Source: an optimization exercise on an open RTL-to-GDS flow (aim: small area, a short achievable clock period and few clock cycles per item). Production flows keep margins and buffers that such runs may drop.
At most, simulation tests tie the RTL to the original design; equivalence was not proved.
The clock input has no modelled driver; a real chip could not lean on it and would need a root buffer or a full tree.
Power and IR drop assume default switching activity.

== job 3872 ==
==> flow/design.v <==
module pxit_cksum (
  input             clk,
  input             rst,           
  input             cfg_valid,
  output            cfg_ready,
  input      [31:0] cfg_seeds,
  input             in_valid,
  output            in_ready,
  input       [7:0] in_data,
  output reg        out_valid,
  output     [31:0] out_cksum,     
  output reg        out_ok,
  output     [31:0] poly
);
  localparam PKTSIZE = 337;
  localparam NDATA   = PKTSIZE - 4;    
  function automatic [7:0] xtime(input [7:0] a);
    xtime = {a[6:0], 1'b0} ^ (a[7] ? 8'h87 : 8'h00);
  endfunction
  reg        in_ready_r, cfg_ready_r;
  reg        busy;           
  reg  [2:0] step;           
  reg  [8:0] cnt;            
  reg  [7:0] d_r;            
  reg        v_r;            
  reg        eq_r;           
  reg        c_first;        
  reg        c_ck;           
  reg        g_d;            
  reg        g_w0;           
  assign in_ready  = in_ready_r;
  assign cfg_ready = cfg_ready_r;
  wire take    = in_valid && in_ready_r;
  wire cfg_acc = cfg_valid && cfg_ready_r;
  wire cnt0    = (cnt == 9'd0);
  wire cntck   = (cnt >= NDATA);
  wire cntlast = (cnt == PKTSIZE - 1);
  wire cfg_step = busy && step != 3'd0;    
  wire cfg_end  = busy && step == 3'd4;
  always @(posedge clk) begin
    if (take)
      d_r <= in_data;
    eq_r <= (in_data == d_r);
    if (rst) begin
      in_ready_r  <= 1'b0;
      cfg_ready_r <= 1'b1;
      busy        <= 1'b0;
      step        <= 3'd0;
      cnt         <= 9'd0;
      v_r         <= 1'b0;
      c_first     <= 1'b0;
      c_ck        <= 1'b0;
      g_d         <= 1'b0;
      g_w0        <= 1'b1;
      out_valid   <= 1'b0;
    end else begin
      busy        <= cfg_acc || (busy && !cfg_end);
      step        <= busy ? step + 3'd1 : 3'd0;
      in_ready_r  <= !cfg_acc && (in_ready_r || cfg_end);
      cfg_ready_r <= !cfg_acc && !(busy && !cfg_end) && !take && cnt0;
      if (take)
        cnt <= cntlast ? 9'd0 : cnt + 9'd1;
      v_r         <= take;
      c_first     <= take && cnt0;
      c_ck        <= take && cntck;
      g_d         <= take && !cntck;
      g_w0        <= !(take && (cnt0 || cntck));
      out_valid   <= c_ck && cnt0;    
    end
  end
  reg  [7:0] p0, p1, p2, p3;
  reg  [7:0] w0, w1, w2, w3;
  reg        uniform;        
  reg        match;          
  assign poly      = {p3, p2, p1, p0};
  assign out_cksum = {w0, w1, w2, w3};
  wire [7:0] m = (w0 & {8{g_w0}}) ^ (d_r & {8{g_d}});
  wire [7:0]  mx [0:7];
  wire [63:0] mxc;
  assign mx[0] = m;
  genvar j, k, b;
  generate
    for (j = 1; j < 8; j = j + 1) begin : g_x
      assign mx[j] = xtime(mx[j-1]);
    end
    for (j = 0; j < 8; j = j + 1) begin : g_j
      for (b = 0; b < 8; b = b + 1) begin : g_b
        assign mxc[8*b + j] = mx[j][b];
      end
    end
  endgenerate
  wire [31:0] pk = {p3, p2, p1, p0};
  wire [31:0] mp;
  generate
    for (k = 0; k < 4; k = k + 1) begin : g_k
      for (b = 0; b < 8; b = b + 1) begin : g_b
        pxit_cksum_dot u_dot (.c(pk[8*k +: 8]), .v(mxc[8*b +: 8]), .y(mp[8*k + b]));
      end
    end
  endgenerate
  wire [31:0] feed = {w1 & {8{!c_first}}, w2 & {8{!c_first}}, w3 & {8{!c_first}},
                      w0 & {8{c_ck}}};
  wire [31:0] wn   = feed ^ mp;
  wire        eq_w = (d_r == w0);
  always @(posedge clk) begin
    if (busy && step == 3'd0) begin
      p3 <= 8'd0;
      p2 <= 8'd0;
      p1 <= 8'd0;
      p0 <= 8'd1;
    end else if (cfg_step) begin
      p3 <= p2 ^ mp[31:24];
      p2 <= p1 ^ mp[23:16];
      p1 <= p0 ^ mp[15:8];
      p0 <= mp[7:0];
    end
    if (cfg_ready_r)
      {w3, w2, w1, w0} <= cfg_seeds;
    else if (v_r || cfg_step)
      {w0, w1, w2, w3} <= wn;
    if (v_r)
      uniform <= c_first || (uniform && eq_r);
    if (c_ck)
      match <= (cnt == NDATA + 1 || match) && eq_w;    
    out_ok <= match && eq_w && !(uniform && eq_r);
  end
endmodule
module pxit_cksum_dot (
  input  [7:0] c,
  input  [7:0] v,
  output       y
);
  assign y = ^(c & v);
endmodule
clock: 15.0 ns
lec_check: 0
cap_margin: 20
core_margin: 2
core_utilization: 30
place_density: 0.5
slew_margin: 20
synth_hierarchical: 1
synth_minimum_keep_size: 0
standard.sh (not shown) runs the stock make flow with config.mk's settings and CLKGATE_MAP_FILE= SYNTH_SCRIPT=/design/flow/synth_recipe.tcl, a recipe that flattens the netlist after the stock synthesis.
==> flow/flow/run.sh <==
#!/bin/bash
# The standard layout, with the ports buffered by plain buffers instead of the
# delay buffers buffer_ports picks by default, and timing repair asked for
# extra setup margin.
set -euo pipefail
export BUFFER_PORTS_ARGS="-buffer_cell sky130_fd_sc_hd__buf_1"
export SETUP_SLACK_MARGIN=11.8
bash standard.sh finish > standard.log 2>&1
Job 3872 went all the way through the flow, and no timing, DRC or antenna check failed.
Testbench counts of job 3872, summed over its fixed seeds: cycles 32,360, packets 96.
What job 7075 does differently from job 3872 at the input level:
diff --git a/flow/flow/run.sh b/flow/flow/run.sh
--- a/flow/flow/run.sh
+++ b/flow/flow/run.sh
@@ -6,3 +6,3 @@
 export BUFFER_PORTS_ARGS="-buffer_cell sky130_fd_sc_hd__buf_1"
-export SETUP_SLACK_MARGIN=11.8
+export SETUP_SLACK_MARGIN=11.4
 bash standard.sh finish > standard.log 2>&1
Notes after the runs:
- On worst hold slack, job 7075 and job 3872 are basically level.
- Compared with job 3872, job 7075 shows a higher period utilization.
- Global-route wire length before repair: job 7075 vs job 3872 down 1.9%
- Between job 7075 and job 3872, the difference in power attributed to sequential cells is negligible.
- A worst setup path startpoint of w3[5]$_DFFE_PP_ is what job 3872 shows, while w0[3]$_DFFE_PP_ belongs to job 7075.
- Between job 7075 and job 3872, the number of clock buffer instances in the layout is higher for job 7075.
- Slew of the pin with the lowest slew margin ended up 0.20 ns lower on job 7075 than on job 3872.
Inputs modified between job 7075 and job 8345:
==> flow/flow/run.sh <==
#!/bin/bash
# The standard layout, with the ports buffered by plain buffers instead of the
# delay buffers buffer_ports picks by default.
set -euo pipefail
export BUFFER_PORTS_ARGS="-buffer_cell sky130_fd_sc_hd__buf_1"
bash standard.sh finish > standard.log 2>&1
==> notes.md <==
Wire: job 8345 routes less than job 7075. Post-placement worst setup slack, job 7075 and job 8345, higher one = job 7075. Clock share of power for job 8345 is higher than for job 7075. Re final cell area excluding filler cells: job 7075 was higher than job 8345. Diff job 7075 and job 8345: wire length the detailed router placed on met1 lower in job 8345. Timing, DRC, antenna: 0 failures across job 7075 and job 8345. From job 7075 to job 8345 the numbers moved as follows: routability congestion estimate from global placement shows a reduction of 6.4%, final cell count shows a reduction of 85. Changes observed in job 8345 relative to job 7075: area growth from synthesis to layout lost 20 points; register fraction of the total cell area picked up an extra 2.6 points. Job 8345 reports its timing endpoint of the critical path as w0[2]$_DFFE_PP_ while job 7075 reports out_cksum[27].

* * *

Another version of the RTL of pxit_cksum (not shown whole).
Size in the first run: ~930 cells after synthesis, ~100 flip-flops, roughly 110 I/O pins.
Settings: LEC_CHECK=0, CAP_MARGIN=20, CORE_MARGIN=2, CORE_UTILIZATION=30, PLACE_DENSITY=0.5, SLEW_MARGIN=20, SYNTH_HIERARCHICAL=1, SYNTH_MINIMUM_KEEP_SIZE=0; clock period 15.0 ns.
==> flow/flow/run.sh <==
#!/bin/bash
# The standard layout with three changes:
# - the ports are buffered by plain buffers instead of the delay buffers
#   buffer_ports picks by default;
# - timing repair is asked for extra setup margin;
# - the clock tree is a single level of buffers (flow/cts_tree.tcl).
set -euo pipefail
export BUFFER_PORTS_ARGS="-buffer_cell sky130_fd_sc_hd__buf_2"
export SETUP_SLACK_MARGIN=11.1
export PRE_CTS_TCL="$(pwd)/flow/cts_tree.tcl"
bash standard.sh finish > standard.log 2>&1
Other scripts of this flow, unchanged in this note and not shown: flow/flow/cts_tree.tcl
Rerun with:
--- a/flow/flow/run.sh
+++ b/flow/flow/run.sh
@@ -6,5 +6,5 @@
 # - the clock tree is a single level of buffers (flow/cts_tree.tcl).
 set -euo pipefail
-export BUFFER_PORTS_ARGS="-buffer_cell sky130_fd_sc_hd__buf_2"
+export BUFFER_PORTS_ARGS="-buffer_cell sky130_fd_sc_hd__buf_1"
 export SETUP_SLACK_MARGIN=11.1
 export PRE_CTS_TCL="$(pwd)/flow/cts_tree.tcl"
CORE_UTILIZATION = 45   (was 30)
PLACE_DENSITY = 0.65   (was 0.5)
What happened:
- The changed run completed without violations
- hold slack stays flat
- setup slack hardly moves
- combinational power fell by about 6%
- routed wire length fell by 13%
- global-route usage rose by 6.0 points
- critical path depth is unchanged
- clock power fell by about 6%
- utilization rose by 16 points
Rerun with:
CORE_UTILIZATION = 30   (was 45)
PLACE_DENSITY = 0.5   (was 0.65)
Effect:
- first-iteration DRC count came out higher by 25%
- final area came out higher by about 2%
- setup slack is worse by 27 ps
- sequential power drops by about 1%
- synthesized area does not change
- global-route usage is lower by 5.9 points
Function was not checked in any run of this note: the RTL went through the layout flow alone. In every run of this note, the design's own scripts or RTL, not TritonCTS, make the clock network.

* * *

pxit_cksum, a different RTL version from the one above (not shown whole).
For scale: ~980 cells after synthesis, about 110 I/O pins, ~7800 um2 of cells after synthesis.
Settings: LEC_CHECK=0, CAP_MARGIN=20, CORE_MARGIN=2, CORE_UTILIZATION=30, CTS_CLUSTER_DIAMETER=200, CTS_CLUSTER_SIZE=60, PLACE_DENSITY=0.5, SLEW_MARGIN=20, SYNTH_HIERARCHICAL=1, SYNTH_MINIMUM_KEEP_SIZE=0; clock period 15.0 ns.
==> flow/flow/run.sh <==
#!/bin/bash
# The standard layout, with the ports buffered by plain buffers instead of the
# delay buffers buffer_ports picks by default, and timing repair asked for
# extra setup margin.
set -euo pipefail
export BUFFER_PORTS_ARGS="-buffer_cell sky130_fd_sc_hd__buf_1"
export SETUP_SLACK_MARGIN=10.8
bash standard.sh finish > standard.log 2>&1
The first run completed without violations.
==> next run, changes <==
CORE_UTILIZATION = 45   (was 30)
CTS_BUF_LIST = sky130_fd_sc_hd__clkbuf_8   (was default)
CTS_CLUSTER_DIAMETER = default   (was 200)
CTS_CLUSTER_SIZE = default   (was 60)
PLACE_DENSITY = 0.65   (was 0.5)
What happened: Critical path depth stays the same. First-iteration DRC count rises by 37%. Clock-buffer cell count falls by 1. Maximum frequency falls by 0.65%. Die area falls by 33%.
==> next run, changes <==
CORE_UTILIZATION = 30   (was 45)
CTS_BUF_LIST = default   (was sky130_fd_sc_hd__clkbuf_8)
PLACE_DENSITY = 0.5   (was 0.65)
Result:
- non-clock buffer count goes up by 1
- synthesized cell count stays the same
- hold slack improved by 0.0042 ns
- sequential share of layout area fell by 0.71 points
- count of clock-buffer cells in the layout climbs by 1
- maximum frequency grows by 0.66%
- routed wire length grows by 7.9%
- combinational power goes up by about 2%
No run of this note included a check of the RTL's function; only the layout flow was run.

* * *

Setup of v6:
Another version of the RTL of pxit_cksum (not shown whole).
For scale: ~97 flip-flops, about 110 I/O pins, ~6900 sq um of cells after synthesis.
clock: 15.0 ns
lec_check: 0
cap_margin: 20
core_margin: 2
core_utilization: 45
place_density: 0.65
slew_margin: 20
synth_hierarchical: 1
synth_minimum_keep_size: 0
==> flow/flow/run.sh <==
#!/bin/bash
# The standard layout with three changes:
# - the ports are buffered by plain buffers instead of the delay buffers
#   buffer_ports picks by default;
# - timing repair is asked for extra setup margin;
# - the clock tree is a single level of buffers (flow/cts_tree.tcl).
set -euo pipefail
export BUFFER_PORTS_ARGS="-buffer_cell sky130_fd_sc_hd__buf_1"
export SETUP_SLACK_MARGIN=11.1
export PRE_CTS_TCL="$(pwd)/flow/cts_tree.tcl"
bash standard.sh finish > standard.log 2>&1
Other scripts of this flow, unchanged in this note and not shown: flow/flow/cts_tree.tcl
Testbench counts of v6, summed over its fixed seeds: cycles 32,360, packets 96.
For v7, these inputs were changed with respect to v6:
diff --git a/flow/config.mk b/flow/config.mk
--- a/flow/config.mk
+++ b/flow/config.mk
@@ -8,6 +8,6 @@
 export CAP_MARGIN = 20
 export CORE_MARGIN = 2
-export CORE_UTILIZATION = 45
-export PLACE_DENSITY = 0.65
+export CORE_UTILIZATION = 55
+export PLACE_DENSITY = 0.75
 export SLEW_MARGIN = 20
 export SYNTH_HIERARCHICAL = 1
Compared to v6, v7 has net total in the final layout about 1.2% lower.
v7 vs v6, kind of critical path: input pin to register vs register to primary output
For combinational power, v7 and v6 come out practically identical.
Number of well taps, v7 vs v6: down by a little under 10%
Per the comparison of v7 with v6, global-route wire length before repair moved up; maximum frequency moved down.
v7 against v6: worst setup slack moved down, post-route total power did not really move, arrival time at the worst endpoint +3.12 ns.
No run of this note takes its clock network from TritonCTS; it comes from the design's own scripts or RTL.

* * *

== job 3064 ==
Another version of the RTL of pxit_cksum (not shown whole).
Size: ~910 cells after synthesis, roughly 97 flip-flops, about 110 I/O pins, about 0.0075 mm^2 of cells after synthesis.
==> flow/design.v (excerpt) <==
module pxit_cksum (
  input             clk,
  input             rst,           
  input             cfg_valid,
  output            cfg_ready,
  input      [31:0] cfg_seeds,
  input             in_valid,
  output            in_ready,
  input       [7:0] in_data,
  output reg        out_valid,
  output     [31:0] out_cksum,     
  output reg        out_ok,
  output     [31:0] poly
);
==> flow/config.mk <==
export PLATFORM = sky130hd
export DESIGN_NAME = pxit_cksum
export DESIGN_NICKNAME = pxit_cksum
export VERILOG_FILES = /design/flow/design.v
export SDC_FILE = /design/flow/constraint.sdc
export NUM_CORES = 4
export LEC_CHECK = 0
export CAP_MARGIN = 20
export CORE_MARGIN = 2
export CORE_UTILIZATION = 30
export PLACE_DENSITY = 0.5
export SLEW_MARGIN = 20
export SYNTH_HIERARCHICAL = 1
export SYNTH_MINIMUM_KEEP_SIZE = 0
==> flow/constraint.sdc <==
create_clock -name core_clock -period 15.0 [get_ports {clk}]
set_input_delay 3.0000 -clock core_clock [delete_from_list [all_inputs] [get_ports {clk}]]
set_output_delay 3.0000 -clock core_clock [all_outputs]
set_load 0.01 [all_outputs]
==> flow/flow/run.sh <==
#!/bin/bash
# The standard layout with three changes:
# - the ports are buffered by plain buffers instead of the delay buffers
#   buffer_ports picks by default;
# - timing repair is asked for extra setup margin;
# - the clock tree is a single level of buffers (flow/cts_tree.tcl).
set -euo pipefail
export BUFFER_PORTS_ARGS="-buffer_cell sky130_fd_sc_hd__buf_1"
export SETUP_SLACK_MARGIN=11.0
export PRE_CTS_TCL="$(pwd)/flow/cts_tree.tcl"
bash standard.sh finish > standard.log 2>&1
==> flow/flow/cts_tree.tcl <==
# A shallow clock tree: the clock port drives four clkbuf_16 buffers, each
# placed at the centre of a group of about a quarter of the flip-flops, the
# nearest ones, and driving only that group. Every flip-flop is one buffer away from the clock port, so the tree
# is balanced. Sourced as PRE_CTS_TCL; it stands in for clock_tree_synthesis
# and the rest of the CTS step (placement legalisation, timing repair) runs
# as usual.

proc my_build_clock_tree {} {
  set block [ord::get_db_block]
  set db [ord::get_db]
  set master [$db findMaster sky130_fd_sc_hd__clkbuf_16]
  set clk_net [$block findNet clk]

  # clock pins of the flip-flops on the clock net
  set sinks {}
  foreach it [$clk_net getITerms] {
    if {[$it isInputSignal]} { lappend sinks $it }
  }
  set n [llength $sinks]
  puts "my_build_clock_tree: $n sinks"

  # positions
  set xs {}
  set ys {}
  foreach it $sinks {
    set b [[$it getInst] getBBox]
    lappend xs [expr {([$b xMin] + [$b xMax]) / 2.0}]
    lappend ys [expr {([$b yMin] + [$b yMax]) / 2.0}]
  }

  # four groups of equal size: halves by x, then each half by y
  set ngroups 4
  set assign [lrepeat $n 0]
  set order [lsort -real -indices $xs]
  set half [expr {$n / 2}]
  set left [lrange $order 0 [expr {$half - 1}]]
  set right [lrange $order $half end]
  set g 0
  foreach part [list $left $right] {
    set pys {}
    foreach i $part { lappend pys [lindex $ys $i] }
    set porder [lsort -real -indices $pys]
    set m [expr {[llength $part] / 2}]
    set k 0
    foreach j $porder {
      lset assign [lindex $part $j] [expr {$g + ($k < $m ? 0 : 1)}]
      incr k
    }
    incr g 2
  }
  # then balanced k-means: each group holds at most cap sinks; the sinks
  # that lose most by not getting their nearest group choose first
  set cap [expr {($n + $ngroups - 1) / $ngroups + 2}]
  for {set iter 0} {$iter < 20} {incr iter} {
    set cx {}
    set cy {}
    for {set g 0} {$g < $ngroups} {incr g} {
      set sx 0.0; set sy 0.0; set c 0
      for {set i 0} {$i < $n} {incr i} {
        if {[lindex $assign $i] == $g} {
          set sx [expr {$sx + [lindex $xs $i]}]
          set sy [expr {$sy + [lindex $ys $i]}]
          incr c
        }
      }
      lappend cx [expr {$sx / $c}]
      lappend cy [expr {$sy / $c}]
    }
    if {$iter == 19} break
    set keys {}
    for {set i 0} {$i < $n} {incr i} {
      set ds {}
      for {set g 0} {$g < $ngroups} {incr g} {
        lappend ds [expr {abs([lindex $xs $i] - [lindex $cx $g]) + abs([lindex $ys $i] - [lindex $cy $g])}]
      }
      set sd [lsort -real $ds]
      lappend keys [list $i [expr {[lindex $sd 1] - [lindex $sd 0]}] $ds]
    }
    set count [lrepeat $ngroups 0]
    foreach key [lsort -real -decreasing -index 1 $keys] {
      lassign $key i gain ds
      set best -1
      set bd 1e30
      for {set g 0} {$g < $ngroups} {incr g} {
        if {[lindex $count $g] < $cap && [lindex $ds $g] < $bd} {
          set bd [lindex $ds $g]
          set best $g
        }
      }
      lset assign $i $best
      lset count $best [expr {[lindex $count $best] + 1}]
    }
  }

  # one buffer per group
  for {set g 0} {$g < $ngroups} {incr g} {
    set inst [odb::dbInst_create $block $master "clkbuf_bench_$g"]
    set net [odb::dbNet_create $block "clknet_bench_$g"]
    $net setSigType CLOCK
    [$inst findITerm A] connect $clk_net
    [$inst findITerm X] connect $net
    set w [$master getWidth]
    set h [$master getHeight]
    $inst setLocation [expr {int([lindex $cx $g] - $w / 2)}] [expr {int([lindex $cy $g] - $h / 2)}]
    $inst setPlacementStatus PLACED
    set c 0
    for {set i 0} {$i < $n} {incr i} {
      if {[lindex $assign $i] == $g} {
        set it [lindex $sinks $i]
        $it disconnect
        $it connect $net
        incr c
      }
    }
    puts "my_build_clock_tree: group $g: $c sinks at ([lindex $cx $g], [lindex $cy $g])"
  }
  $clk_net setSigType CLOCK
  set_propagated_clock [all_clocks]
}

rename clock_tree_synthesis my_tritoncts
proc clock_tree_synthesis {args} {
  my_build_clock_tree
}
Testbench counts of job 3064, summed over its fixed seeds: cycles 32,360, packets 96.
> inputs changed (job 3064 -> job 416)
-- flow/flow/run.sh --
<<< job 3064, line 8
export BUFFER_PORTS_ARGS="-buffer_cell sky130_fd_sc_hd__buf_1"
export SETUP_SLACK_MARGIN=11.0
export PRE_CTS_TCL="$(pwd)/flow/cts_tree.tcl"
>>> job 416, line 8
export BUFFER_PORTS_ARGS="-buffer_cell sky130_fd_sc_hd__buf_1"
export SETUP_SLACK_MARGIN=11.1
export PRE_CTS_TCL="$(pwd)/flow/cts_tree.tcl"
-- flow/flow/cts_tree.tcl --
<<< job 3064, line 1
# A shallow clock tree: the clock port drives four clkbuf_16 buffers, each
# placed at the centre of a group of about a quarter of the flip-flops, the
# nearest ones, and driving only that group. Every flip-flop is one buffer away from the clock port, so the tree
# is balanced. Sourced as PRE_CTS_TCL; it stands in for clock_tree_synthesis
>>> job 416, line 1
# A shallow clock tree: the clock port drives four clkbuf_16 buffers, each
# placed at the centre of a quarter of the flip-flops and driving only that
# group. Every flip-flop is one buffer away from the clock port, so the tree
# is balanced. Sourced as PRE_CTS_TCL; it stands in for clock_tree_synthesis
<<< job 3064, line 50
  }
  # then balanced k-means: each group holds at most cap sinks; the sinks
  # that lose most by not getting their nearest group choose first
  set cap [expr {($n + $ngroups - 1) / $ngroups + 2}]
  for {set iter 0} {$iter < 20} {incr iter} {
    set cx {}
    set cy {}
    for {set g 0} {$g < $ngroups} {incr g} {
      set sx 0.0; set sy 0.0; set c 0
      for {set i 0} {$i < $n} {incr i} {
        if {[lindex $assign $i] == $g} {
          set sx [expr {$sx + [lindex $xs $i]}]
          set sy [expr {$sy + [lindex $ys $i]}]
          incr c
        }
      }
      lappend cx [expr {$sx / $c}]
      lappend cy [expr {$sy / $c}]
    }
    if {$iter == 19} break
    set keys {}
    for {set i 0} {$i < $n} {incr i} {
      set ds {}
      for {set g 0} {$g < $ngroups} {incr g} {
        lappend ds [expr {abs([lindex $xs $i] - [lindex $cx $g]) + abs([lindex $ys $i] - [lindex $cy $g])}]
      }
      set sd [lsort -real $ds]
      lappend keys [list $i [expr {[lindex $sd 1] - [lindex $sd 0]}] $ds]
    }
    set count [lrepeat $ngroups 0]
    foreach key [lsort -real -decreasing -index 1 $keys] {
      lassign $key i gain ds
      set best -1
      set bd 1e30
      for {set g 0} {$g < $ngroups} {incr g} {
        if {[lindex $count $g] < $cap && [lindex $ds $g] < $bd} {
          set bd [lindex $ds $g]
          set best $g
        }
      }
      lset assign $i $best
      lset count $best [expr {[lindex $count $best] + 1}]
    }
  }
>>> job 416, line 50
  }
  set cx {}
  set cy {}
  for {set g 0} {$g < $ngroups} {incr g} {
    set sx 0.0; set sy 0.0; set c 0
    for {set i 0} {$i < $n} {incr i} {
      if {[lindex $assign $i] == $g} {
        set sx [expr {$sx + [lindex $xs $i]}]
        set sy [expr {$sy + [lindex $ys $i]}]
        incr c
      }
    }
    lappend cx [expr {$sx / $c}]
    lappend cy [expr {$sy / $c}]
  }
Notes after the runs:
Looking at the reports, job 3064 completed the entire flow and the layout it produced met the timing, design-rule and antenna checks.
Job 416: done, clean on timing, DRC and antenna
Job 3064 has lower maximum frequency than job 416.
Compared with job 3064, job 416 shows a lower first-iteration DRC count.
~same global-route usage in job 3064 and job 416
The global-route met2 utilization of job 416 falls short of that of job 3064 by 0.15 points.
diff inputs: job 416 => job 201
-- flow/flow/run.sh --
<<< job 416, line 8
export BUFFER_PORTS_ARGS="-buffer_cell sky130_fd_sc_hd__buf_1"
export SETUP_SLACK_MARGIN=11.1
export PRE_CTS_TCL="$(pwd)/flow/cts_tree.tcl"
>>> job 201, line 8
export BUFFER_PORTS_ARGS="-buffer_cell sky130_fd_sc_hd__buf_1"
export SETUP_SLACK_MARGIN=11.25
export PRE_CTS_TCL="$(pwd)/flow/cts_tree.tcl"
-- flow/flow/cts_tree.tcl --
<<< job 416, line 1
# A shallow clock tree: the clock port drives four clkbuf_16 buffers, each
# placed at the centre of a quarter of the flip-flops and driving only that
# group. Every flip-flop is one buffer away from the clock port, so the tree
# is balanced. Sourced as PRE_CTS_TCL; it stands in for clock_tree_synthesis
>>> job 201, line 1
# A shallow clock tree: the clock port drives four clkbuf_16 buffers, each
# placed at the centre of a group of about a quarter of the flip-flops, the
# nearest ones, and driving only that group. Every flip-flop is one buffer away from the clock port, so the tree
# is balanced. Sourced as PRE_CTS_TCL; it stands in for clock_tree_synthesis
<<< job 416, line 50
  }
  set cx {}
  set cy {}
  for {set g 0} {$g < $ngroups} {incr g} {
    set sx 0.0; set sy 0.0; set c 0
    for {set i 0} {$i < $n} {incr i} {
      if {[lindex $assign $i] == $g} {
        set sx [expr {$sx + [lindex $xs $i]}]
        set sy [expr {$sy + [lindex $ys $i]}]
        incr c
      }
    }
    lappend cx [expr {$sx / $c}]
    lappend cy [expr {$sy / $c}]
  }
>>> job 201, line 50
  }
  # then balanced k-means: each group holds at most cap sinks; the sinks
  # that lose most by not getting their nearest group choose first
  set cap [expr {($n + $ngroups - 1) / $ngroups + 2}]
  for {set iter 0} {$iter < 20} {incr iter} {
    set cx {}
    set cy {}
    for {set g 0} {$g < $ngroups} {incr g} {
      set sx 0.0; set sy 0.0; set c 0
      for {set i 0} {$i < $n} {incr i} {
        if {[lindex $assign $i] == $g} {
          set sx [expr {$sx + [lindex $xs $i]}]
          set sy [expr {$sy + [lindex $ys $i]}]
          incr c
        }
      }
      lappend cx [expr {$sx / $c}]
      lappend cy [expr {$sy / $c}]
    }
    if {$iter == 19} break
    set keys {}
    for {set i 0} {$i < $n} {incr i} {
      set ds {}
      for {set g 0} {$g < $ngroups} {incr g} {
        lappend ds [expr {abs([lindex $xs $i] - [lindex $cx $g]) + abs([lindex $ys $i] - [lindex $cy $g])}]
      }
      set sd [lsort -real $ds]
      lappend keys [list $i [expr {[lindex $sd 1] - [lindex $sd 0]}] $ds]
    }
    set count [lrepeat $ngroups 0]
    foreach key [lsort -real -decreasing -index 1 $keys] {
      lassign $key i gain ds
      set best -1
      set bd 1e30
      for {set g 0} {$g < $ngroups} {incr g} {
        if {[lindex $count $g] < $cap && [lindex $ds $g] < $bd} {
          set bd [lindex $ds $g]
          set best $g
        }
      }
      lset assign $i $best
      lset count $best [expr {[lindex $count $best] + 1}]
    }
  }
==> notes.md <==
met3 track demand over resource on job 201 is down relative to job 416.
Reported for job 416 and job 201, proportion of synthesized chip area in sequential cells turned out identical to the last digit.
The design area in job 201 was higher than what job 416 gave.
[job 201] share of the clock period used by the worst path after layout fell 0.35 points relative to job 416
Against job 416, minimum clock period in job 201 came out better.
In job 201, the setup slack came out 0.053 ns above the value in job 416.
[inputs] job 6381 vs job 201
-- flow/flow/run.sh --
<<< job 201, line 8
export BUFFER_PORTS_ARGS="-buffer_cell sky130_fd_sc_hd__buf_1"
export SETUP_SLACK_MARGIN=11.25
export PRE_CTS_TCL="$(pwd)/flow/cts_tree.tcl"
>>> job 6381, line 8
export BUFFER_PORTS_ARGS="-buffer_cell sky130_fd_sc_hd__buf_1"
export SETUP_SLACK_MARGIN=11.4
export PRE_CTS_TCL="$(pwd)/flow/cts_tree.tcl"
==> comparison <==
Max period utilization across job 201 and job 6381: job 6381
Side by side, global-route track usage on met3 turned out higher in job 6381 than in job 201.
Taking job 201 as the reference point, the number of non-filler instances in the completed layout of job 6381 rises by 10.
Job 6381 packs its core tighter than job 201.
No run of this note takes its clock network from TritonCTS; it comes from the design's own scripts or RTL.

==> what the ideal ports hide <==
How much do the figures lean on ideal ports? The routed layouts below were timed once more, with nothing changed but the port constraints. Step 1: set_driving_cell puts a clkbuf_16 on clk and a buf_2 on each other input, an assumption about the parent block. Step 2, shift: input delay + t, output delay - t, t = (earliest + latest rising clock arrival at the registers) / 2. This alone moves slack from input paths to output paths. a / b / c = no drivers / after step 1 / after step 2; a / b = the first two.
run	t (ns)	setup slack, ns	worst setup path after step 2	clock arrival spread, ns
job 3872	0.406	11.030 / 10.982 / 11.181	input to register	0.010 / 0.010
job 7075	0.400	10.978 / 10.931 / 11.123	input to register	0.013 / 0.013
job 8345	0.405	10.600 / 10.600 / 10.562	input to register	0.011 / 0.012
the first run of note 2	0.264	11.121 / 11.024 / 11.006	input to register	0.015 / 0.015
the second run of note 2	0.246	11.123 / 11.035 / 10.951	input to register	0.012 / 0.012
the third run of note 2	0.263	11.096 / 11.000 / 10.951	input to register	0.018 / 0.018
the first run of note 3	0.398	10.861 / 10.814 / 10.894	input to register	0.013 / 0.012
the second run of note 3	0.427	10.834 / 10.800 / 10.904	register to register	0.012 / 0.012
the third run of note 3	0.398	10.861 / 10.814 / 10.894	input to register	0.013 / 0.012
v6	0.246	11.127 / 11.038 / 11.001	input to register	0.035 / 0.035
v7	0.253	11.031 / 11.054 / 10.840	input to register	0.031 / 0.032
job 3064	0.267	11.052 / 10.950 / 10.988	input to register	0.013 / 0.012
job 416	0.264	11.124 / 11.028 / 11.001	input to register	0.026 / 0.026
job 201	0.267	11.177 / 11.076 / 11.157	input to register	0.012 / 0.011
job 6381	0.267	11.133 / 11.029 / 11.216	input to register	0.014 / 0.014
After both steps every run listed still meets setup and hold. For v7, which loses most, drivers alone change the setup slack by +0.023 ns; drivers and shift together by -0.191 ns.
